Context: an optimization exercise on an open-source flow, tuned for small area. The choices shown serve that exercise and are no tape-out recipe. In this exercise RTL edits were held to simulation tests only and were not proved equivalent to the original. No activity file was given, so power comes from the tool's default toggle rates.

--- flow/flow/run.sh ---
#!/bin/bash
# The standard layout (standard.sh), with these changes:
#  - synthesis: the standard flow's own synthesis script, but abc maps the logic with an
#    area-oriented script (flow/area.abc) instead of ORFS's abc_area.script;
#    registers, flattening and renaming are unchanged;
#  - the port buffers are sky130_fd_sc_hd__buf_1 cells;
#  - clock tree: clkbuf_8 buffers, clusters of at most 10 sinks, no dummy loads.
set -euo pipefail
W=$PWD
{
  cat <<EOF
proc abc {args} {
  set i [lsearch -exact \$args -script]
  if {\$i >= 0} { set args [lreplace \$args [expr {\$i+1}] [expr {\$i+1}] $W/flow/area.abc] }
  yosys abc {*}\$args
}
EOF
  cat synth_recipe.tcl
} > my_synth.tcl
bash standard.sh SYNTH_SCRIPT=$W/my_synth.tcl \
  'BUFFER_PORTS_ARGS=-buffer_cell sky130_fd_sc_hd__buf_1' \
  'CTS_ARGS=-sink_clustering_enable -repair_clock_nets -dont_use_dummy_load -buf_list sky130_fd_sc_hd__clkbuf_8 -sink_clustering_size 10' \
  finish > standard_flow.log 2>&1
--- flow/flow/area.abc ---
strash
&get -n
&deepsyn -T 60
&put
dch
amap
--- flow/standard.sh ---
#!/bin/bash
# synth_recipe.tcl (not shown) runs the flow's synth.tcl, then flattens the netlist and writes it again
# the make line also repeats each setting of config.mk as NAME=value (left out here)
make -C /OpenROAD-flow-scripts/flow DESIGN_CONFIG=/design/flow/config.mk WORK_HOME=/design/flow/orfs CLKGATE_MAP_FILE= SYNTH_SCRIPT=/design/flow/synth_recipe.tcl "${@:-finish}"
--- flow/config.mk ---
export PLATFORM = sky130hd
export DESIGN_NAME = rcpwm_ctrl
export DESIGN_NICKNAME = rcpwm_ctrl
export VERILOG_FILES = /design/flow/design.v
export SDC_FILE = /design/flow/constraint.sdc
export NUM_CORES = 4
export LEC_CHECK = 0
export CAP_MARGIN = 20
export CORE_MARGIN = 2
export CORE_UTILIZATION = 40
export SLEW_MARGIN = 20
--- flow/constraint.sdc ---
create_clock -name core_clock -period 120.0 [get_ports {clk}]
set_input_delay 24.0000 -clock core_clock [delete_from_list [all_inputs] [get_ports {clk}]]
set_output_delay 24.0000 -clock core_clock [all_outputs]
set_load 0.01 [all_outputs]
--- flow/design.v ---
module rcpwm_ctrl (
    input  wire        clk,
    input  wire        rst,            
    input  wire        tick,           
    input  wire        pin,            
    input  wire [1:0]  mode_in,        
    input  wire [11:0] bit_cycles,     
    input  wire        map_cont,       
    input  wire        oor_default,    
    input  wire [7:0]  default_duty,
    input  wire [7:0]  oor_char,       
    input  wire [15:0] supply_mv,
    input  wire [15:0] b0_center,      
    input  wire [15:0] b0_ltol,
    input  wire [15:0] b0_utol,
    input  wire        b0_is_mv,
    input  wire [15:0] b0_value,       
    input  wire [7:0]  b0_code,
    input  wire [15:0] b1_center,
    input  wire [15:0] b1_ltol,
    input  wire [15:0] b1_utol,
    input  wire        b1_is_mv,
    input  wire [15:0] b1_value,
    input  wire [7:0]  b1_code,
    input  wire [15:0] b2_center,
    input  wire [15:0] b2_ltol,
    input  wire [15:0] b2_utol,
    input  wire        b2_is_mv,
    input  wire [15:0] b2_value,
    input  wire [7:0]  b2_code,
    input  wire [15:0] in_min,         
    input  wire [15:0] in_max,         
    output reg  [7:0]  duty,
    output reg         txd
);
    localparam [1:0] P_IDLE = 2'd0, P_COMP = 2'd1, P_WAIT = 2'd2, P_SEND = 2'd3;
    localparam [2:0] K_MODE = 3'd0, K_TAB1 = 3'd1, K_MINUS = 3'd2, K_XDIG = 3'd3,
                     K_TAB2 = 3'd4, K_FIELD = 3'd5, K_CR = 3'd6, K_LF = 3'd7;
    reg [15:0] cnt;        
    reg        pin_q;
    reg [1:0]  mode_r;
    reg [15:0] T;          
    reg [17:0] R;          
    reg [7:0]  Q;          
    reg [1:0]  ph;         
    reg [11:0] bcnt;       
    reg [2:0]  kind;       
    reg [2:0]  k;          
    reg        run;        
    reg        skip;       
    reg        hneg;       
    reg        lt_min, gt_max;
    reg [1:0]  sel;        
    function automatic [17:0] radd18(input [17:0] a, input [17:0] b, input ci);
        integer i;
        reg c;
        begin
            c = ci;
            for (i = 0; i < 18; i = i + 1) begin
                radd18[i] = a[i] ^ b[i] ^ c;
                c = (a[i] & b[i]) | (c & (a[i] ^ b[i]));
            end
        end
    endfunction
    function automatic [15:0] rinc16(input [15:0] a, input ci);
        integer i;
        reg c;
        begin
            c = ci;
            for (i = 0; i < 16; i = i + 1) begin
                rinc16[i] = a[i] ^ c;
                c = c & a[i];
            end
        end
    endfunction
    wire [3:0] bidx = Q[7:4];
    wire [6:0] S   = bcnt[6:0];
    wire [1:0] bnd = S[4:3];
    wire [2:0] op  = S[2:0];
    wire       comp = (ph == P_COMP);
    wire [17:0] x_s   = {{2{T[15]}}, T};
    wire [17:0] min_s = {{2{in_min[15]}}, in_min};
    wire [17:0] max_s = {{2{in_max[15]}}, in_max};
    reg [15:0] v_sel;
    reg        mv_sel;
    reg [7:0]  code_sel;
    always @(*) begin
        case (sel)
            2'd0: begin v_sel = b0_value; mv_sel = b0_is_mv; code_sel = b0_code; end
            2'd1: begin v_sel = b1_value; mv_sel = b1_is_mv; code_sel = b1_code; end
            2'd2: begin v_sel = b2_value; mv_sel = b2_is_mv; code_sel = b2_code; end
            default: begin v_sel = b2_value; mv_sel = b2_is_mv; code_sel = oor_char; end
        endcase
    end
    reg [15:0] c_b, l_b, u_b;
    always @(*) begin
        case (bnd)
            2'd0: begin c_b = b0_center; l_b = b0_ltol; u_b = b0_utol; end
            2'd1: begin c_b = b1_center; l_b = b1_ltol; u_b = b1_utol; end
            default: begin c_b = b2_center; l_b = b2_ltol; u_b = b2_utol; end
        endcase
    end
    reg [16:0] pow10;
    always @(*) begin
        case (k)
            3'd0: pow10 = 17'd1;
            3'd1: pow10 = 17'd10;
            3'd2: pow10 = 17'd100;
            3'd3: pow10 = 17'd1000;
            default: pow10 = 17'd10000;
        endcase
    end
    wire [17:0] P_op = map_cont ? max_s : {2'd0, supply_mv};
    wire [17:0] M_op = map_cont ? min_s : 18'd0;
    wire [17:0] X_op = map_cont ? (lt_min ? min_s : (gt_max ? max_s : x_s))
                                : {2'd0, v_sel};
    localparam [3:0] B_ZERO = 4'd0, B_CNT = 4'd1, B_X = 4'd2, B_C = 4'd3,
                     B_U = 4'd4, B_L = 4'd5, B_MIN = 4'd6, B_MAX = 4'd7,
                     B_P = 4'd8, B_M = 4'd9, B_XO = 4'd10, B_POW = 4'd11,
                     B_DUTY = 4'd12, B_V = 4'd13, B_DEF = 4'd14;
    reg [3:0] bsrc;
    reg [1:0] asel;        
    reg       inv;         
    reg       r_we;        
    reg       r_cond;      
    wire divs_first = (S[3:1] == 3'd0);
    wire div_s0 = divs_first | Q[0];    
    wire div_s1 = divs_first | Q[1];
    always @(*) begin
        bsrc = B_ZERO; asel = 2'd1; inv = 1'b0; r_we = 1'b0; r_cond = 1'b0;
        if (comp) begin
            case (S[6:4])
                3'd0: if (S[3:0] == 4'd0) begin
                          asel = 2'd1; bsrc = B_X; inv = 1'b1;     
                      end
                3'd2, 3'd3: begin                                 
                    r_we = 1'b1;
                    case (op)
                        3'd0: begin asel = 2'd0; bsrc = B_X; end
                        3'd1: begin bsrc = (bnd == 2'd3) ? B_MIN : B_C; inv = 1'b1; end
                        3'd2: begin bsrc = (bnd == 2'd3) ? B_ZERO : B_U; inv = 1'b1; end
                        3'd3: begin asel = 2'd0; bsrc = (bnd == 2'd3) ? B_MAX : B_C; end
                        3'd4: begin bsrc = (bnd == 2'd3) ? B_ZERO : B_L; inv = 1'b1; end
                        3'd5: begin bsrc = B_X; inv = 1'b1; end
                        default: r_we = 1'b0;
                    endcase
                end
                3'd4: begin                                       
                    r_we = 1'b1;
                    if (S[3]) begin
                        asel = 2'd3;
                    end else begin
                        case (op)
                            3'd0: begin asel = 2'd0; bsrc = B_P; end
                            3'd1: begin bsrc = B_M; inv = 1'b1; end
                            3'd2: begin asel = 2'd3; end
                            3'd3: begin bsrc = B_XO; inv = 1'b1; end
                            3'd4: begin bsrc = B_M; end
                            default: r_we = 1'b0;
                        endcase
                    end
                end
                3'd5: begin
                    case (S[3:0])
                        4'd0: begin r_we = 1'b1; bsrc = B_XO; end
                        4'd1: begin r_we = 1'b1; bsrc = B_M; inv = 1'b1; end
                        default: ;
                    endcase
                end
                3'd6: begin                                       
                    r_we = 1'b1;
                    if (!S[0]) begin
                        asel = 2'd2; bsrc = B_P; inv = div_s0;
                    end else begin
                        bsrc = B_M; inv = ~div_s1;
                    end
                end
                default: begin                                    
                    if (S[0] == 1'b0) begin
                        bsrc = (sel == 2'd3) ? B_DEF : B_V;
                    end else begin
                        r_we = 1'b1; asel = 2'd0; bsrc = B_X; inv = T[15];
                    end
                end
            endcase
        end else if (run) begin                                   
            bsrc = B_POW; inv = 1'b1; r_we = 1'b1; r_cond = 1'b1;
        end else begin                                            
            asel = 2'd0; bsrc = B_DUTY;
        end
    end
    wire mc = map_cont;
    wire sel_ne3 = (sel != 2'd3);
    wire s_cnt  = (bsrc == B_CNT);
    wire s_T    = (bsrc == B_X) | (bsrc == B_XO & mc & ~lt_min & ~gt_max);
    wire s_min  = (bsrc == B_MIN) | (bsrc == B_M & mc) | (bsrc == B_XO & mc & lt_min);
    wire s_max  = (bsrc == B_MAX) | (bsrc == B_P & mc) | (bsrc == B_XO & mc & gt_max);
    wire s_sup  = (bsrc == B_P & ~mc);
    wire s_vs   = (bsrc == B_V) | (bsrc == B_XO & ~mc);
    wire s_v0   = s_vs & (sel == 2'd0);
    wire s_v1   = s_vs & (sel == 2'd1);
    wire s_v2   = s_vs & sel[1];
    wire s_c0   = (bsrc == B_C) & (bnd == 2'd0);
    wire s_c1   = (bsrc == B_C) & (bnd == 2'd1);
    wire s_c2   = (bsrc == B_C) & (bnd == 2'd2);
    wire s_u0   = (bsrc == B_U) & (bnd == 2'd0);
    wire s_u1   = (bsrc == B_U) & (bnd == 2'd1);
    wire s_u2   = (bsrc == B_U) & (bnd == 2'd2);
    wire s_l0   = (bsrc == B_L) & (bnd == 2'd0);
    wire s_l1   = (bsrc == B_L) & (bnd == 2'd1);
    wire s_l2   = (bsrc == B_L) & (bnd == 2'd2);
    wire s_pow  = (bsrc == B_POW);
    wire s_duty = (bsrc == B_DUTY);
    wire s_def  = (bsrc == B_DEF);
    wire [17:0] B =
          ({18{s_cnt}} & {2'd0, cnt})
        | ({18{s_T}}   & x_s)
        | ({18{s_min}} & min_s)
        | ({18{s_max}} & max_s)
        | ({18{s_sup}} & {2'd0, supply_mv})
        | ({18{s_v0}}  & {2'd0, b0_value})
        | ({18{s_v1}}  & {2'd0, b1_value})
        | ({18{s_v2}}  & {2'd0, b2_value})
        | ({18{s_c0}}  & {{2{b0_center[15]}}, b0_center})
        | ({18{s_c1}}  & {{2{b1_center[15]}}, b1_center})
        | ({18{s_c2}}  & {{2{b2_center[15]}}, b2_center})
        | ({18{s_u0}}  & {2'd0, b0_utol})
        | ({18{s_u1}}  & {2'd0, b1_utol})
        | ({18{s_u2}}  & {2'd0, b2_utol})
        | ({18{s_l0}}  & {2'd0, b0_ltol})
        | ({18{s_l1}}  & {2'd0, b1_ltol})
        | ({18{s_l2}}  & {2'd0, b2_ltol})
        | ({18{s_pow}} & {1'b0, pow10})
        | ({18{s_duty}} & {10'd0, duty})
        | ({18{s_def}} & {10'd0, default_duty});
    reg [17:0] A;
    always @(*) begin
        case (asel)
            2'd0: A = 18'd0;
            2'd1: A = R;
            2'd2: A = {R[16:0], Q[7]};
            default: A = {R[17], R[17:1]};
        endcase
    end
    wire [17:0] sum = radd18(A, B ^ {18{inv}}, inv);
    wire        neg = sum[17];
    wire [7:0] digit_ch = {4'h3, Q[3:0]};
    reg  [7:0] cur_byte;
    always @(*) begin
        case (kind)
            K_MODE:  cur_byte = {6'b001100, mode_r};
            K_TAB1:  cur_byte = 8'h09;
            K_MINUS: cur_byte = 8'h2D;
            K_XDIG:  cur_byte = digit_ch;
            K_TAB2:  cur_byte = 8'h09;
            K_FIELD: cur_byte = map_cont ? digit_ch : code_sel;
            K_CR:    cur_byte = 8'h0D;
            default: cur_byte = 8'h0A;
        endcase
    end
    reg [2:0] next_kind;
    always @(*) begin
        case (kind)
            K_MODE:  next_kind = K_TAB1;
            K_TAB1:  next_kind = T[15] ? K_MINUS : K_XDIG;
            K_MINUS: next_kind = K_XDIG;
            K_XDIG:  next_kind = (k == 3'd7) ? K_TAB2 : K_XDIG;
            K_TAB2:  next_kind = K_FIELD;
            K_FIELD: next_kind = (map_cont && k != 3'd7) ? K_FIELD : K_CR;
            default: next_kind = K_LF;       
        endcase
    end
    wire [15:0] bcnt_inc16 = rinc16({4'd0, bcnt}, 1'b1);
    wire [11:0] bcnt_inc = bcnt_inc16[11:0];
    wire        bit_end  = (bcnt_inc == bit_cycles);
    wire        digits   = (kind == K_XDIG) || (kind == K_FIELD && map_cont);
    always @(posedge clk) begin
        pin_q <= pin;
        bcnt  <= bcnt_inc;
        if (r_we && !(r_cond && neg))
            R <= sum;
        if (run && !comp) begin
            if (!neg) begin
                Q[3:0] <= Q[3:0] + 4'd1;
            end else if (skip && Q[3:0] == 4'd0 && k != 3'd0) begin
                k <= k - 3'd1;
            end else begin
                run <= 1'b0;
            end
        end
        if (rst) begin
            ph     <= P_IDLE;
            mode_r <= mode_in;
            cnt    <= 16'd0;
            T      <= 16'd0;
            duty   <= 8'd0;
            txd    <= 1'b1;
        end else begin
            cnt <= rinc16(cnt, tick);
            if (ph == P_IDLE) begin
                if (pin != pin_q) begin
                    if (!pin) begin
                        T <= cnt;                             
                    end else begin
                        R    <= {2'd0, cnt};                  
                        ph   <= P_COMP;
                        bcnt <= 12'd0;
                        sel  <= 2'd3;
                    end
                end
            end else if (ph == P_COMP) begin
                case (S[6:4])
                    3'd0: if (S[3:0] == 4'd0) T <= sum[15:0];
                    3'd2, 3'd3: begin
                        if (op == 3'd2) hneg <= neg;
                        if (op == 3'd5) begin
                            if (bnd == 2'd3) begin
                                lt_min <= hneg;
                                gt_max <= neg;
                            end else if (hneg && neg && sel == 2'd3) begin
                                sel <= bnd;
                            end
                        end
                    end
                    3'd4: if (S[3]) Q <= {R[0], Q[7:1]};
                    3'd6: begin
                        if (!S[0]) Q <= {Q[6:0], 1'b0};
                        else       Q[0] <= ~neg;
                    end
                    3'd7: begin
                        if (!S[0]) begin
                            if (map_cont || (sel != 2'd3 && mv_sel))
                                duty <= Q;
                            else if (sel != 2'd3 || oor_default)
                                duty <= B[7:0];
                        end else begin
                            Q[3:0] <= 4'd0;
                            k      <= 3'd4;
                            run    <= 1'b1;
                            skip   <= 1'b1;
                            ph     <= P_WAIT;
                        end
                    end
                    default: ;
                endcase
            end else if (ph == P_WAIT) begin
                if (!run) begin
                    ph   <= P_SEND;
                    kind <= K_MODE;
                    Q[7:4] <= 4'd0;
                    bcnt <= 12'd0;
                    txd  <= 1'b0;                             
                end
            end else begin
                if (bit_end) begin
                    bcnt <= 12'd0;
                    if (bidx == 4'd9) begin
                        if (kind == K_LF) begin
                            ph   <= P_IDLE;
                            T    <= 16'd0;
                        end else begin
                            kind <= next_kind;
                            Q[7:4] <= 4'd0;
                            txd  <= 1'b0;                     
                            if (next_kind == K_TAB2) begin
                                R      <= sum;                
                                Q[3:0] <= 4'd0;
                                k      <= 3'd2;
                                run    <= 1'b1;
                                skip   <= 1'b1;
                            end
                        end
                    end else begin
                        Q[7:4] <= bidx + 4'd1;
                        txd  <= (bidx == 4'd8) ? 1'b1 : cur_byte[bidx[2:0]];
                        if (bidx == 4'd3 && digits) begin
                            k <= k - 3'd1;
                            if (k != 3'd0) begin
                                Q[3:0] <= 4'd0;
                                run    <= 1'b1;
                                skip   <= 1'b0;
                            end
                        end
                    end
                end
            end
        end
    end
endmodule
==> metrics.yaml, run 1 <==
die-height_um: 140
start_kind: "input port"
status: "no timing/DRC/antenna violations"
globalRoute.totalOverflow: 0
critPathBufInv: 6
drt_iter0_drc: 1768
switching_share_pct: 50.7
hold_buffers: 0
reg2reg_setup_slack_ns: 103.83
seq_area_frac_synth_pct: 28.3
synth_nets: 1293
fin_skew_ns: 0.0343
period_share_pct: 30.9
synth_edf_count: 15
end_kind: "flop"
cpPeakStageDelay_ns: 0.85
powerDensity_mw_per_mm2: 17.7
rsz0062_at_grt: "false"
totalWireLength_mm: 38.3
cts_root_buffer: "clkbuf_8"
drt-pass1-iter-count: 10
async_reset_ff_share_pct: 0
crit_family: "adder cells"
portBuffers: 311
avgViaCountPerCell: 6.38
hpwl_mm: 31.6
cts_resized: 0
io_pins: 312
design_area_mm2: 0.00920
crit_type: "in2reg"
required_ns: 120.16
slew_viol_final: 0
die-area_mm2: 0.0196
grt_pass1_wl_mm: 55.8
crit_path_max_fanout: 18
synth_seq_cells: 97
tritoncts: "done"
power.internal_mw: 0.0805
row_count: 49
drc_errors: 0
synth_cells: 934
cts_setup_buffers: 0
dieWidth_um: 140
grt_use_total_pct: 37.7
wl_per_cell_um: 25.3
antenna_found_initial: 4
clock_power_share_pct: 10.9
cp.arrival_ns: 37.19
cts_buffer_depth: 2
ir_drop_uv: 12.0
via_count: 9653
synth_area_mm2: 0.00739
maxCapViolCount: 0
cts_made_buffers: 9
start_util_pct: 41.0
fmax_mhz: 27.0
clkTransAtPathRegs_ns: 0.09
fin_crit_ns: 37.03
synth_area_leaders: "dfxtp_1 (22%), a222oi_1 (11%), ha_1 (6.8%)"
netlist.area_leader.share_pct: 22.2
slowest_stage: "nor2_1"
p_leak_nw: 3.28
ys.flop_type: "dfxtp_1"
tightest_slew_ns: 1.11
worstHoldPathType: "reg2reg"
drive_gt1_share_pct: 3.28
hold_viol: 0
ant_nets: 0
areaGrowthSynthToFinish_pct: 24.6
power_frac_seq_pct: 28.9
syn_area_per_cell_um2: 7.91
p_switching_mw: 0.0827
cpMostUsedCell: "fa_1"
placed_area_mm2: 0.00906
yosys_warnings: 1
final_util_pct: 51.1
fin_nets: 1640
grt_max_degree: 29
clock_latency_ns: 0.38
grt_pass1_vias: 8785
cts.sinks: 97
p_comb_share_pct: 60.3
finalSetupTns_ns: 0
max-slew-margin-rel_pct: 26.0
yosys.area.top_type: "dfxtp_1"
htree_num_levels: 3
place.gp.congestion: 1.03
yosysUniqueCellTypes: 43
core_area_mm2: 0.0180
setup_violations: 0
stage by stage:
stage | std cells | power [mW] | hold WS [ns] | worst slack, ns
after detailed placement | 1499 | 0.142 | 0.451 | 82.79
after global placement | 1499 | 0.142 | 0.449 | 83.13
after global routing | 1511 | 0.174 | 0.495 | 82.33
after floorplan | 934 | 0.105 | 0.425 | 84.12
final | 1512 | 0.163 | 0.491 | 82.97
after CTS | 1508 | 0.160 | 0.477 | 83.19
kinds of logic (layout without fill, tap and decap cells):
logic type                 Yosys count  count (layout)  share of synthesized area [%]
AOI/OAI and AO/OA                  314             314                           33.4
adders and majority gates           56              56                           11.1
buffers and inverters              127             472                           6.45
DFF                                 97              97                           28.3
other                                0               4                              0
and+or+nand+nor                    340             340                           20.8
cells in the final DEF (no fill, tap or decap), drive strengths merged, types with 3 or more instances in the layout:
cell     synthesis  final
a2111oi         11     11
a211oi          11     11
a21oi           40     40
a221o            3      3
a221oi           8      8
a222oi          84     84
a22o             6      6
a22oi           31     31
a31oi            6      6
and2             3      3
and3             6      6
buf              0    336
clkbuf           0      9
clkinv         127    127
dfxtp           82     82
diode            0      4
edfxtp          15     15
fa              16     16
ha              40     40
nand2          100    100
nand3           24     24
nand4           18     18
nor2           112    112
nor2b           25     25
nor3            29     29
nor4             9      9
o211ai           8      8
o21a             5      5
o21ai           36     36
o221ai          29     29
o22a             3      3
o22ai           11     11
o31ai            6      6
or2              9      9
or3              4      4
Yosys cell counts (all sizes together) (3+ instances only):
library cell and n:
edfxtp 15, nand4 18, or3 4, nand2 100, nor2b 25, a31oi 6, o22a 3, o31ai 6
fa 16, nand3 24, ha 40, nor4 9, a221oi 8, a22o 6, nor3 29, a22oi 31
and3 6, a222oi 84, a221o 3, o221ai 29, o21ai 36, o22ai 11, o21a 5, o211ai 8
or2 9, a2111oi 11, nor2 112, and2 3, a211oi 11, dfxtp 82, a21oi 40, clkinv 127
final cells by class:
cell class / instances / area (µm²)
fillers: 1908 / 8820
multi-input cells: 710 / 4860
flip-flops and latches: 97 / 2090
repair buffers: 336 / 1360
inverters: 127 / 477
well taps: 229 / 287
clock buffers: 9 / 124
diodes: 4 / 10.0
layer usage:
layer	part of all wire [%]	vias to the layer above	wire length [µm]	track usage [%]
met4	4.0	2	1520	14.4
li1	-	4359	-	-
met1	40	4559	15300	53.6
met2	44	650	17100	57.7
met3	12	83	4430	5.88
met5	0.031	-	12	0
power groups by stage:
stage	logic [mW]	registers, mW	clock network [mW]
after CTS	0.0952	0.0468	0.0179
after detailed placement	0.0945	0.0476	0
after global routing	0.107	0.0479	0.0192
after floorplan	0.0604	0.0448	0
after global placement	0.0945	0.0475	0
final	0.0983	0.0471	0.0177
state kept, by name, summed over array words and instances, names as in the netlist:
signal	cells
txd	1
mode_r	2
lt_min	1
ph	2
Q	8
gt_max	1
T	16
bcnt	12
sel	2
skip	1
duty	8
pin_q	1
R	18
run	1
k	3
kind	3
cnt	16
hneg	1
worst register-to-register path, delay by kind of cell (launching register included):
kind                       cells  cell delay, ns
AOI/OAI and AO/OA             13            4.06
adders and majority gates     16            7.42
buffers and inverters          6            1.63
DFF                            1            0.61
and+or+nand+nor                9            2.25
path summary, 6_finish.rpt:
path	start	end	depth (start not counted)
max	map_cont	R[0]	40
min	R[17]	R[17]	2
max reg2reg	bcnt[4]	R[0]	44
min reg2reg	R[17]	R[17]	2
==> run 2, diff against run 1 <==
--- a/flow/config.mk
+++ b/flow/config.mk
@@ -8,4 +8,4 @@
 export CAP_MARGIN = 20
 export CORE_MARGIN = 2
-export CORE_UTILIZATION = 40
+export CORE_UTILIZATION = 55
 export SLEW_MARGIN = 20
==> metrics.yaml, run 2 <==
hpwl_mm: 29.5  # -6.4%
seq_area_frac_synth_pct: 28.3  # unchanged
largest_reg_flops: 18  # unchanged
cts_buffer_depth: 2  # unchanged
grt_use_total_pct: 54.8  # +17 points
mostFrequentLayoutCell: "buf_1"
cts_setup_buffers: 0  # unchanged
dieWidth_um: 120  # -14%
wl_per_cell_um: 27.1  # +6.8%
fmax_mhz: 27.0  # -0.17%
cp.arrival_ns: 37.29  # +0.10 ns
cpMostUsedCell: "fa_1"
required_ns: 120.19  # +0.03 ns
areaGrowthSynthToFinish_pct: 23.5
grt_pass1_vias: 9379  # +6.8%
yosys_warnings: 1  # unchanged
multi_input_area_mm2: 0.00485  # -0.15%
period_share_pct: 30.9  # +0.053 points
slowest_stage: "nor2_1"
drc_errors: 0  # unchanged
fillCellCount: 1172  # -39%
htree_num_levels: 3  # unchanged
fin_crit_ns: 37.09  # +0.0630 ns
drive_gt1_share_pct: 3.13  # -0.16 points
mostFrequentLayoutCells: "buf_1 (311), clkinv_1 (127), nor2_1 (112)"
drt_iter0_drc: 2033  # +15%
crit_type: "in2reg"
end_kind: "flop"
reg.largest.list: "R x18, T x16, cnt x16"
max-slew-margin-rel_pct: 10.9  # -15 points
tritoncts: "done"
crit_path_max_fanout: 18  # unchanged
async_reset_ff_share_pct: 0  # unchanged
drt-pass1-iter-count: 10  # unchanged
cts_made_buffers: 9  # unchanged
start_kind: "input port"
tightest_slew_ns: 1.34  # +0.232 ns
start_util_pct: 56.0  # +15 points
io_pins: 312  # unchanged
synth_area_mm2: 0.00739  # unchanged
powerDensity_mw_per_mm2: 18.3  # +3.3%
yosysUniqueCellTypes: 43  # unchanged
ant_nets: 0  # unchanged
cts_resized: 0  # unchanged
die-area_mm2: 0.0144  # -27%
antenna_found_initial: 4  # unchanged
layoutNonFillerInstCount: 1458  # -3.6%
syn_area_per_cell_um2: 7.91  # unchanged
fin_skew_ns: 0.0463  # +0.0120 ns
worstHoldPathType: "reg2reg"
finalSetupTns_ns: 0  # unchanged
die-height_um: 120  # -14%
core_area_mm2: 0.0132  # -27%
rsz0062_at_grt: "false"
design_area_mm2: 0.00913  # -0.86%
hold_buffers: 0  # unchanged
ir_drop_uv: 14.7  # +23%
clock_latency_ns: 0.40  # +0.02 ns
seq_area_mm2: 0.00209  # unchanged
status: "no timing/DRC/antenna violations"
synth_area_leaders: "dfxtp_1 (22%), a222oi_1 (11%), ha_1 (6.8%)"
slew_viol_final: 0  # unchanged
globalRoute.totalOverflow: 0  # unchanged
dp_cells: 1444  # -3.7%
ys.flop_type: "dfxtp_1"
setup_violations: 0  # unchanged
via_count: 10100  # +4.6%
row_count: 42  # -14%
hold_viol: 0  # unchanged
place.gp.congestion: 1.09  # +6.4%
synth_seq_cells: 97  # unchanged
yosys.area.top_type: "dfxtp_1"
regMostFlops: "R"
avgViaCountPerCell: 6.93  # +8.5%
portBuffers: 311  # unchanged
final_util_pct: 69.2  # +18 points
synth_edf_count: 15  # unchanged
fin_nets: 1640  # unchanged
synth_cells: 934  # unchanged
yosysMostFrequentCell: "clkinv_1"
netlist.area_leader.share_pct: 22.2  # unchanged
synthTopCellsByCount: "clkinv_1 (127), nor2_1 (112), nand2_1 (100)"
maxCapViolCount: 0  # unchanged
grt_max_degree: 29  # unchanged
cpPeakStageDelay_ns: 0.90  # +0.05 ns
synth_nets: 1293  # unchanged
cts.sinks: 97  # unchanged
cts_root_buffer: "clkbuf_8"
p_leak_nw: 3.28  # -0.13%
hold_ws_ns: 0.483  # -0.00779 ns
totalWireLength_mm: 39.5  # +3.0%
grt_pass1_wl_mm: 57.2  # +2.6%
clkTransAtPathRegs_ns: 0.09  # about the same
placed_area_mm2: 0.00898  # -0.90%
[run 2: cell counts after synthesis]
No cell type changed its count.
[run 2: area by class of cell]
| class | instances | area share (%) |
|---|---|---|
| Multi-Input combinational cell | 710 | 53.2 |
| Sequential cell | 97 | 22.9 |
| Timing Repair Buffer | 336 | 14.8 |
| Inverter | 127 | 5.22 |
| Tap cell | 176 | 2.41 |
| Clock buffer | 9 | 1.36 |
| Antenna cell | 3 | 0.0823 |
[run 2: where the power goes]
group / switching, mW / leakage (nW) / internal, mW
registers: 0.00789 / 0.807 / 0.0394
clock network: 0.0109 / 0.0647 / 0.00674
logic: 0.0682 / 2.41 / 0.0340
[run 2: worst paths after layout]
kind	from	to	slack, ns	cells after the start
max reg2reg	bcnt[4]	R[0]	103.62	44
min	T[12]	T[12]	0.48	2
min reg2reg	T[12]	T[12]	0.48	2
max	map_cont	R[0]	82.91	39
[run 2: per-stage QoR]
step / power (mW) / setup slack, ns
floorplan: 0.105 / 84.12
global placement: 0.141 / 83.34
detailed placement: 0.142 / 82.88
CTS: 0.159 / 83.24
global route: 0.175 / 82.34
finish: 0.167 / 82.91
[run 2: layer usage]
layer  up-vias  share of wire, %  track usage (%)
li1       4359                 -                -
met1      4568                31             59.6
met2       936                40             76.9
met3       234                17             29.7
met4         4                11             46.3
met5         -              0.14             3.31
[run 2: critical path: cells and delay by family]
family	cells	cell delay (ns)
AOI/OAI and AO/OA	10	2.71
adders and majority gates	16	7.45
and+or+nand+nor	8	1.97
buffers and inverters	5	1.13
[run 2: logic make-up (layout without fill, tap and decap cells)]
family | count (synthesis) | after routing | synth area share (%)
simple gates | 340 | 340 | 20.8
flops | 97 | 97 | 28.3
other cells | 0 | 3 | 0
fa+ha+maj | 56 | 56 | 11.1
compound gates | 314 | 314 | 33.4
buf+inv | 127 | 472 | 6.45
==> run 3, diff against run 2 <==
--- a/flow/config.mk
+++ b/flow/config.mk
@@ -8,4 +8,4 @@
 export CAP_MARGIN = 20
 export CORE_MARGIN = 2
-export CORE_UTILIZATION = 55
+export CORE_UTILIZATION = 75
 export SLEW_MARGIN = 20
==> metrics.yaml, run 3 <==
status: "did not finish"
lastStage: "global placement (3_3_place_gp)"
error: "[ERROR GPL-0301] Utilization 102.070 % exceeds 100%."
synth-simple-area-share_pct: 20.8  # unchanged
yosys.area.top_type: "dfxtp_1"
synth.area.mux_share_pct: 0  # unchanged
ys.flop_type: "dfxtp_1"
seq_area_frac_synth_pct: 28.3  # unchanged
synth_area_leaders: "dfxtp_1 (22%), a222oi_1 (11%), ha_1 (6.8%)"
synth_fa_ha_area_share_pct: 11.1  # unchanged
synth_nets: 1293  # unchanged
synthTopCellsByCount: "clkinv_1 (127), nor2_1 (112), nand2_1 (100)"
synth_edf_count: 15  # unchanged
synth_compound_area_share_pct: 33.4  # unchanged
synth_area_mm2: 0.00739  # unchanged
synth_top_family_by_area: "compound AO/OA/AOI/OAI gates"
syn_area_per_cell_um2: 7.91  # unchanged
row_count: 36  # -14%
start_util_pct: 76.3  # +20 points
io_pins: 312  # unchanged
synth_seq_cells: 97  # unchanged
yosys_warnings: 1  # unchanged
portBuffers: 311  # unchanged
synthXorXnorAreaFrac_pct: 0  # unchanged
yosysUniqueCellTypes: 43  # unchanged
netlist.area_leader.share_pct: 22.2  # unchanged
async_reset_ff_share_pct: 0  # unchanged
synth_cells: 934  # unchanged
yosysMostFrequentCell: "clkinv_1"
dieWidth_um: 103  # -14%
die-height_um: 103  # -14%
[run 3: cell counts after synthesis]
Identical to the previous run, type by type.
[run 3: kinds of logic after synthesis]
| kind of cell | count (synthesis) |
|---|---|
| flip-flops | 97 |
| buffers and inverters | 127 |
| AO/OA/AOI/OAI | 314 |
| adder cells (fa/ha/maj) | 56 |
| AND/OR/NAND/NOR | 340 |
==> run 4, diff against run 3 <==
--- a/flow/design.v
+++ b/flow/design.v
@@ -48,5 +48,4 @@
     reg [2:0]  k;          
     reg        run;        
-    reg        skip;       
     reg        hneg;       
     reg        lt_min, gt_max;
@@ -75,4 +74,5 @@
     endfunction
     wire [3:0] bidx = Q[7:4];
+    wire       skip = (ph == P_WAIT) || (kind == K_TAB2);
     wire [6:0] S   = bcnt[6:0];
     wire [1:0] bnd = S[4:3];
@@ -121,4 +121,5 @@
     reg [3:0] bsrc;
     reg [1:0] asel;        
+    reg       acnt;        
     reg       inv;         
     reg       r_we;        
@@ -128,10 +129,7 @@
     wire div_s1 = divs_first | Q[1];
     always @(*) begin
-        bsrc = B_ZERO; asel = 2'd1; inv = 1'b0; r_we = 1'b0; r_cond = 1'b0;
+        bsrc = B_ZERO; asel = 2'd1; acnt = 1'b0; inv = 1'b0; r_we = 1'b0; r_cond = 1'b0;
         if (comp) begin
             case (S[6:4])
-                3'd0: if (S[3:0] == 4'd0) begin
-                          asel = 2'd1; bsrc = B_X; inv = 1'b1;     
-                      end
                 3'd2, 3'd3: begin                                 
                     r_we = 1'b1;
@@ -184,4 +182,6 @@
                 end
             endcase
+        end else if (ph == P_IDLE) begin                          
+            acnt = 1'b1; bsrc = B_X; inv = 1'b1;
         end else if (run) begin                                   
             bsrc = B_POW; inv = 1'b1; r_we = 1'b1; r_cond = 1'b1;
@@ -236,5 +236,6 @@
     reg [17:0] A;
     always @(*) begin
-        case (asel)
+        if (acnt) A = {2'd0, cnt};
+        else case (asel)
             2'd0: A = 18'd0;
             2'd1: A = R;
@@ -303,5 +304,5 @@
                         T <= cnt;                             
                     end else begin
-                        R    <= {2'd0, cnt};                  
+                        T    <= sum[15:0];                    
                         ph   <= P_COMP;
                         bcnt <= 12'd0;
@@ -311,5 +312,4 @@
             end else if (ph == P_COMP) begin
                 case (S[6:4])
-                    3'd0: if (S[3:0] == 4'd0) T <= sum[15:0];
                     3'd2, 3'd3: begin
                         if (op == 3'd2) hneg <= neg;
@@ -338,5 +338,4 @@
                             k      <= 3'd4;
                             run    <= 1'b1;
-                            skip   <= 1'b1;
                             ph     <= P_WAIT;
                         end
@@ -368,5 +367,4 @@
                                 k      <= 3'd2;
                                 run    <= 1'b1;
-                                skip   <= 1'b1;
                             end
                         end
@@ -379,5 +377,4 @@
                                 Q[3:0] <= 4'd0;
                                 run    <= 1'b1;
-                                skip   <= 1'b0;
                             end
                         end
--- a/flow/config.mk
+++ b/flow/config.mk
@@ -8,4 +8,4 @@
 export CAP_MARGIN = 20
 export CORE_MARGIN = 2
-export CORE_UTILIZATION = 75
+export CORE_UTILIZATION = 40
 export SLEW_MARGIN = 20
==> metrics.yaml, run 4 <==
status: "no timing/DRC/antenna violations"
crit_type: "in2reg"
design_area_mm2: 0.00934
hpwl_mm: 34.9
final_util_pct: 50.2
drive_gt1_share_pct: 3.07
die-height_um: 141  # +37%
synth_cells: 992  # +6.2%
maxCapViolCount: 0
synth_nets: 1353  # +4.6%
fin_nets: 1700
io_pins: 312  # unchanged
crit_path_max_fanout: 20
cts_made_buffers: 9
hold_ws_ns: 0.472
required_ns: 120.29
finalSetupTns_ns: 0
hold_buffers: 0
grt_use_total_pct: 41.0
p_comb_share_pct: 66.4
rr_startpoint: "bcnt[4]"
synth_edf_count: 14  # -1
portBuffers: 311  # unchanged
htree_num_levels: 3
wl_per_cell_um: 26.7
core_area_mm2: 0.0186
seq_area_frac_synth_pct: 27.4  # -0.88 points
yosys.area.top_type: "dfxtp_1"
ys.flop_type: "dfxtp_1"
die-area_mm2: 0.0199
yosysUniqueCellTypes: 48  # +12%
drc_errors: 0
ant_nets: 0
clock_latency_ns: 0.40
hold_viol: 0
totalWireLength_mm: 42.0
tritoncts: "done"
fin_crit_ns: 35.60
cts_setup_buffers: 0
reg.largest.list: "R x18, T x16, cnt x16"
yosys_warnings: 1  # unchanged
start_util_pct: 40.5  # -36 points
place.gp.congestion: 1.09
cp.arrival_ns: 35.88
fillCellCount: 1948
netlist.area_leader.share_pct: 21.8  # -0.38 points
dp_cells: 1562
synth_area_mm2: 0.00752  # +1.7%
period_share_pct: 29.7
regMostFlops: "R"
ir_drop_uv: 9.95
synth_area_leaders: "dfxtp_1 (22%), ha_1 (7.0%), clkinv_1 (6.7%)"
slowest_stage: "clkinv_1"
drt-pass1-iter-count: 10
hold_depth: 2
power_frac_seq_pct: 24.7
largest_reg_flops: 18
yosysMostFrequentCell: "clkinv_1"
avgViaCountPerCell: 6.28
cts.sinks: 96
powerDensity_mw_per_mm2: 21.6
mostFrequentLayoutCell: "buf_1"
place_ws_ns: 84.17
p_total_mw: 0.202
switching_share_pct: 54.3
via_count: 9893
syn_area_per_cell_um2: 7.58  # -4.2%
grt_pass1_vias: 9352
placed_area_mm2: 0.00920
fin_skew_ns: 0.0289
regToRegEndpoint: "R[1]"
clkTransAtPathRegs_ns: 0.09
cpPeakStageDelay_ns: 0.53
power.internal_mw: 0.0920
slew_viol_final: 0
worstHoldPathType: "reg2reg"
start_kind: "input port"
grt_pass1_wl_mm: 59.6
tightest_slew_ns: 1.09
drt_iter0_drc: 1174
async_reset_ff_share_pct: 0  # unchanged
cts_root_buffer: "clkbuf_8"
fin_ws_ns: 84.40
setup_violations: 0
max-slew-margin-rel_pct: 26.7
synthTopCellsByCount: "clkinv_1 (135), nor2_1 (131), nand2_1 (111)"
rr_worst_depth: 48
antenna_found_initial: 4
synth_seq_cells: 96  # -1.0%
reg2reg_setup_slack_ns: 105.85
rsz0062_at_grt: "false"
row_count: 50  # +39%
p_leak_nw: 3.27
worstHoldEndpoint: "run"
cts_buffer_depth: 2
layoutNonFillerInstCount: 1576
dieWidth_um: 141  # +37%
fmax_mhz: 28.1
hp-start: "run"
mostFrequentLayoutCells: "buf_1 (311), clkinv_1 (135), nor2_1 (130)"
clock_power_share_pct: 8.9
globalRoute.totalOverflow: 0
p_switching_mw: 0.110
cpMostUsedCell: "fa_1"
grt_max_degree: 27
cts_resized: 0
areaGrowthSynthToFinish_pct: 24.2
end_kind: "flop"
[run 4: kinds of logic after synthesis]
logic type / after synthesis / share of synthesized area, %
flops: 96 / 27.4
buf+inv: 135 / 6.74
fa+ha+maj: 58 / 11.3
simple gates: 370 / 22.1
compound gates: 333 / 32.5
[run 4: critical path: cells and delay by family]
kind / cells / cell delay, ns
fa+ha+maj: 16 / 7.15
buf+inv: 8 / 2.06
compound gates: 7 / 1.75
simple gates: 8 / 0.92
[run 4: per-layer routing]
layer | GRT usage (%) | vias to the layer above | routed length, µm
met3 | 11.0 | 117 | 4470
met4 | 23.1 | 0 | 2490
li1 | - | 4476 | -
met5 | 0 | - | 0
met2 | 68.7 | 658 | 19600
met1 | 47.5 | 4642 | 15500
[run 4: area by class of cell]
| class | instances | area [µm²] | share of cell area, % |
|---|---|---|---|
| flip-flops and latches | 96 | 2060 | 22.1 |
| diodes | 5 | 12.5 | 0.134 |
| clock buffers | 9 | 124 | 1.33 |
| repair buffers | 336 | 1360 | 14.5 |
| well taps | 234 | 293 | 3.14 |
| multi-input cells | 761 | 4980 | 53.4 |
| inverters | 135 | 507 | 5.43 |
[run 4: how the worst max path moves through the flow]
| stage | from | endpoint | depth (start not counted) |
|---|---|---|---|
| 2_1_floorplan | map_cont | R[0] | 36 |
| 3_3_place_gp | map_cont | R[17] | 40 |
| 3_5_place_dp | map_cont | R[1] | 39 |
| 4_1_cts | map_cont | R[1] | 39 |
| 5_1_grt | map_cont | R[10] | 40 |
| 6_report | map_cont | R[1] | 39 |
[run 4: power groups by stage]
stage          Combinational [mW]  Sequential, mW  Clock [mW]
2_1_floorplan              0.0857          0.0477           0
3_3_place_gp                0.130          0.0504           0
3_5_place_dp                0.131          0.0503           0
4_1_cts                     0.131          0.0496      0.0184
5_1_grt                     0.146          0.0507      0.0191
6_report                    0.134          0.0498      0.0180
==> run 5, diff against run 4 <==
--- a/flow/config.mk
+++ b/flow/config.mk
@@ -8,4 +8,4 @@
 export CAP_MARGIN = 20
 export CORE_MARGIN = 2
-export CORE_UTILIZATION = 40
+export CORE_UTILIZATION = 55
 export SLEW_MARGIN = 20
==> metrics.yaml, run 5 <==
ant_nets: 0  # unchanged
reg2reg_setup_slack_ns: 105.70  # -0.15 ns
slowest_stage: "fa_1"
start_kind: "input port"
yosys_warnings: 1  # unchanged
fin_nets: 1702  # +0.12%
antenna_found_initial: 1  # -3
core_area_mm2: 0.0133  # -28%
cp.arrival_ns: 35.97  # +0.09 ns
hp-start: "hneg"
hold_viol: 0  # unchanged
ys.flop_type: "dfxtp_1"
grt_max_degree: 27  # unchanged
p_leak_nw: 3.28  # +0.35%
synth_area_mm2: 0.00752  # unchanged
mostFrequentLayoutCell: "buf_1"
hpwl_mm: 28.5  # -18%
netlist.area_leader.share_pct: 21.8  # unchanged
synth_seq_cells: 96  # unchanged
globalRoute.totalOverflow: 0  # unchanged
powerDensity_mw_per_mm2: 21.9  # +1.7%
ir_drop_uv: 12.5  # +25%
cts_buffer_depth: 2  # unchanged
drive_gt1_share_pct: 3.14  # +0.070 points
maxCapViolCount: 0  # unchanged
portBuffers: 311  # unchanged
hold_buffers: 0  # unchanged
areaGrowthSynthToFinish_pct: 23.2
cts_made_buffers: 9  # unchanged
synthTopCellsByCount: "clkinv_1 (135), nor2_1 (131), nand2_1 (111)"
grt_use_total_pct: 51.6  # +11 points
die-height_um: 121  # -14%
design_area_mm2: 0.00926  # -0.78%
yosysUniqueCellTypes: 48  # unchanged
grt_pass1_vias: 9189  # -1.7%
fillCellCount: 1217  # -38%
place.gp.congestion: 1.10  # +1.3%
status: "no timing/DRC/antenna violations"
io_pins: 312  # unchanged
cts_root_buffer: "clkbuf_8"
finalSetupTns_ns: 0  # unchanged
die-area_mm2: 0.0146  # -27%
placed_area_mm2: 0.00914  # -0.63%
synth_nets: 1353  # unchanged
reg.largest.list: "R x18, T x16, cnt x16"
crit_type: "in2reg"
drc_errors: 0  # unchanged
syn_area_per_cell_um2: 7.58  # unchanged
cts_setup_buffers: 0  # unchanged
required_ns: 120.29  # about the same
crit_path_max_fanout: 20  # unchanged
seq_area_frac_synth_pct: 27.4  # unchanged
htree_num_levels: 3  # unchanged
synth_edf_count: 14  # unchanged
drt_iter0_drc: 1931  # +64%
grt_pass1_wl_mm: 55.2  # -7.4%
row_count: 42  # -16%
mostFrequentLayoutCells: "buf_1 (311), clkinv_1 (135), nor2_1 (131)"
totalWireLength_mm: 37.8  # -10%
fmax_mhz: 28.0  # -0.25%
p_total_mw: 0.203  # +0.86%
async_reset_ff_share_pct: 0  # unchanged
avgViaCountPerCell: 6.67  # +6.3%
slew_viol_final: 0  # unchanged
via_count: 10100  # +2.2%
max-slew-margin-rel_pct: 12.5  # -14 points
yosysMostFrequentCell: "clkinv_1"
start_util_pct: 56.5  # +16 points
end_kind: "flop"
fin_skew_ns: 0.0374  # +0.00856 ns
clock_latency_ns: 0.41  # about the same
dieWidth_um: 121  # -14%
tightest_slew_ns: 1.30  # +0.212 ns
cpMostUsedCell: "fa_1"
synth_cells: 992  # unchanged
regMostFlops: "R"
clkTransAtPathRegs_ns: 0.07  # -0.02 ns
cpPeakStageDelay_ns: 0.49  # -0.04 ns
cts.sinks: 96  # unchanged
period_share_pct: 29.7  # +0.073 points
drt-pass1-iter-count: 13  # +3
wl_per_cell_um: 25.0  # -6.3%
largest_reg_flops: 18  # unchanged
cts_resized: 0  # unchanged
diodes: 0  # -5
crit_start: "map_cont"
rsz0062_at_grt: "false"
synth_area_leaders: "dfxtp_1 (22%), ha_1 (7.0%), clkinv_1 (6.7%)"
setup_violations: 0  # unchanged
rr_startpoint: "ph[1]"
yosys.area.top_type: "dfxtp_1"
fin_crit_ns: 35.69  # +0.0878 ns
worstHoldPathType: "reg2reg"
tritoncts: "done"
final_util_pct: 69.7  # +19 points
run 5: report_power, final:
| part | switching [mW] | internal [mW] | leakage, nW |
|---|---|---|---|
| Clock | 0.0114 | 0.00676 | 0.0647 |
| Combinational | 0.0917 | 0.0434 | 2.42 |
| Sequential | 0.00818 | 0.0418 | 0.800 |
| Total | 0.111 | 0.0920 | 3.28 |
run 5: kinds of logic (layout without fill, tap and decap cells):
kind of cell | count (synthesis) | count (layout) | synth area share (%)
flops | 96 | 96 | 27.4
fa+ha+maj | 58 | 58 | 11.3
simple gates | 370 | 370 | 22.1
buf+inv | 135 | 482 | 6.74
compound gates | 333 | 333 | 32.5
run 5: per-layer routing:
layer	track usage [%]	share of wire, %	vias to the layer above
met4	41.0	10	2
met2	73.6	40	919
met3	29.1	18	221
met5	0	0.042	-
li1	-	-	4465
met1	55.8	32	4502
run 5: through the flow:
stage	hold slack, ns	cells	setup slack (ns)
3_5_place_dp	0.447	1506	84.27
3_3_place_gp	0.447	1506	84.50
6_report	0.462	1515	84.31
2_1_floorplan	0.426	992	84.14
5_1_grt	0.469	1515	83.85
4_1_cts	0.464	1515	84.62
run 5: worst paths after layout:
path              depth (start not counted)      to
setup reg to reg                         40    R[4]
hold reg to reg                           0  lt_min
setup / recovery                         39    R[4]
hold / removal                            0  lt_min
run 5: area by class of cell:
type / instances / area [µm²] / area share (%)
tap: 176 / 220 / 2.38
inverter: 135 / 507 / 5.47
clock buffer: 9 / 124 / 1.34
multi-input combinational: 761 / 4980 / 53.8
sequential: 96 / 2060 / 22.3
timing repair buffer: 338 / 1370 / 14.8
run 5: worst max-delay path: cells and delay by family:
| family | cells | cell delay [ns] |
|---|---|---|
| adders and majority gates | 16 | 7.22 |
| buffers and inverters | 8 | 2.07 |
| AOI/OAI and AO/OA | 7 | 1.73 |
| and+or+nand+nor | 8 | 0.93 |

afterwards: timing with drivers on the ports:
The results above use ideal ports. As a check the final layouts listed here were re-extracted and re-timed, cells and wires unchanged. Step 1 (the two cells are an assumption about what drives the block):
set clk [get_ports {clk}]
set_driving_cell -lib_cell sky130_fd_sc_hd__clkbuf_16 $clk
set_driving_cell -lib_cell sky130_fd_sc_hd__buf_2 [delete_from_list [all_inputs] $clk]
Step 2 also shifts input and output timing later by t, the mid clock arrival at the registers, as if the neighbouring blocks saw the same clock. Slacks: no drivers / after step 1 / after step 2; pairs: no drivers / after step 1.
| run | t (ns) | setup slack, ns | worst setup path at the end | cell pins on the clock port's net |
|---|---|---|---|---|
| run 1 | 0.403 | 82.972 / 82.987 / 82.584 | input to register | 1 |
| run 2 | 0.421 | 82.909 / 82.925 / 82.504 | input to register | 1 |
| run 4 | 0.425 | 84.402 / 84.384 / 83.958 | input to register | 1 |
| run 5 | 0.418 | 84.314 / 84.318 / 83.900 | input to register | 1 |
After both steps setup and hold are still met in every run listed. For run 4, which loses most, drivers alone change the setup slack by -0.018 ns; drivers and shift together by -0.444 ns.
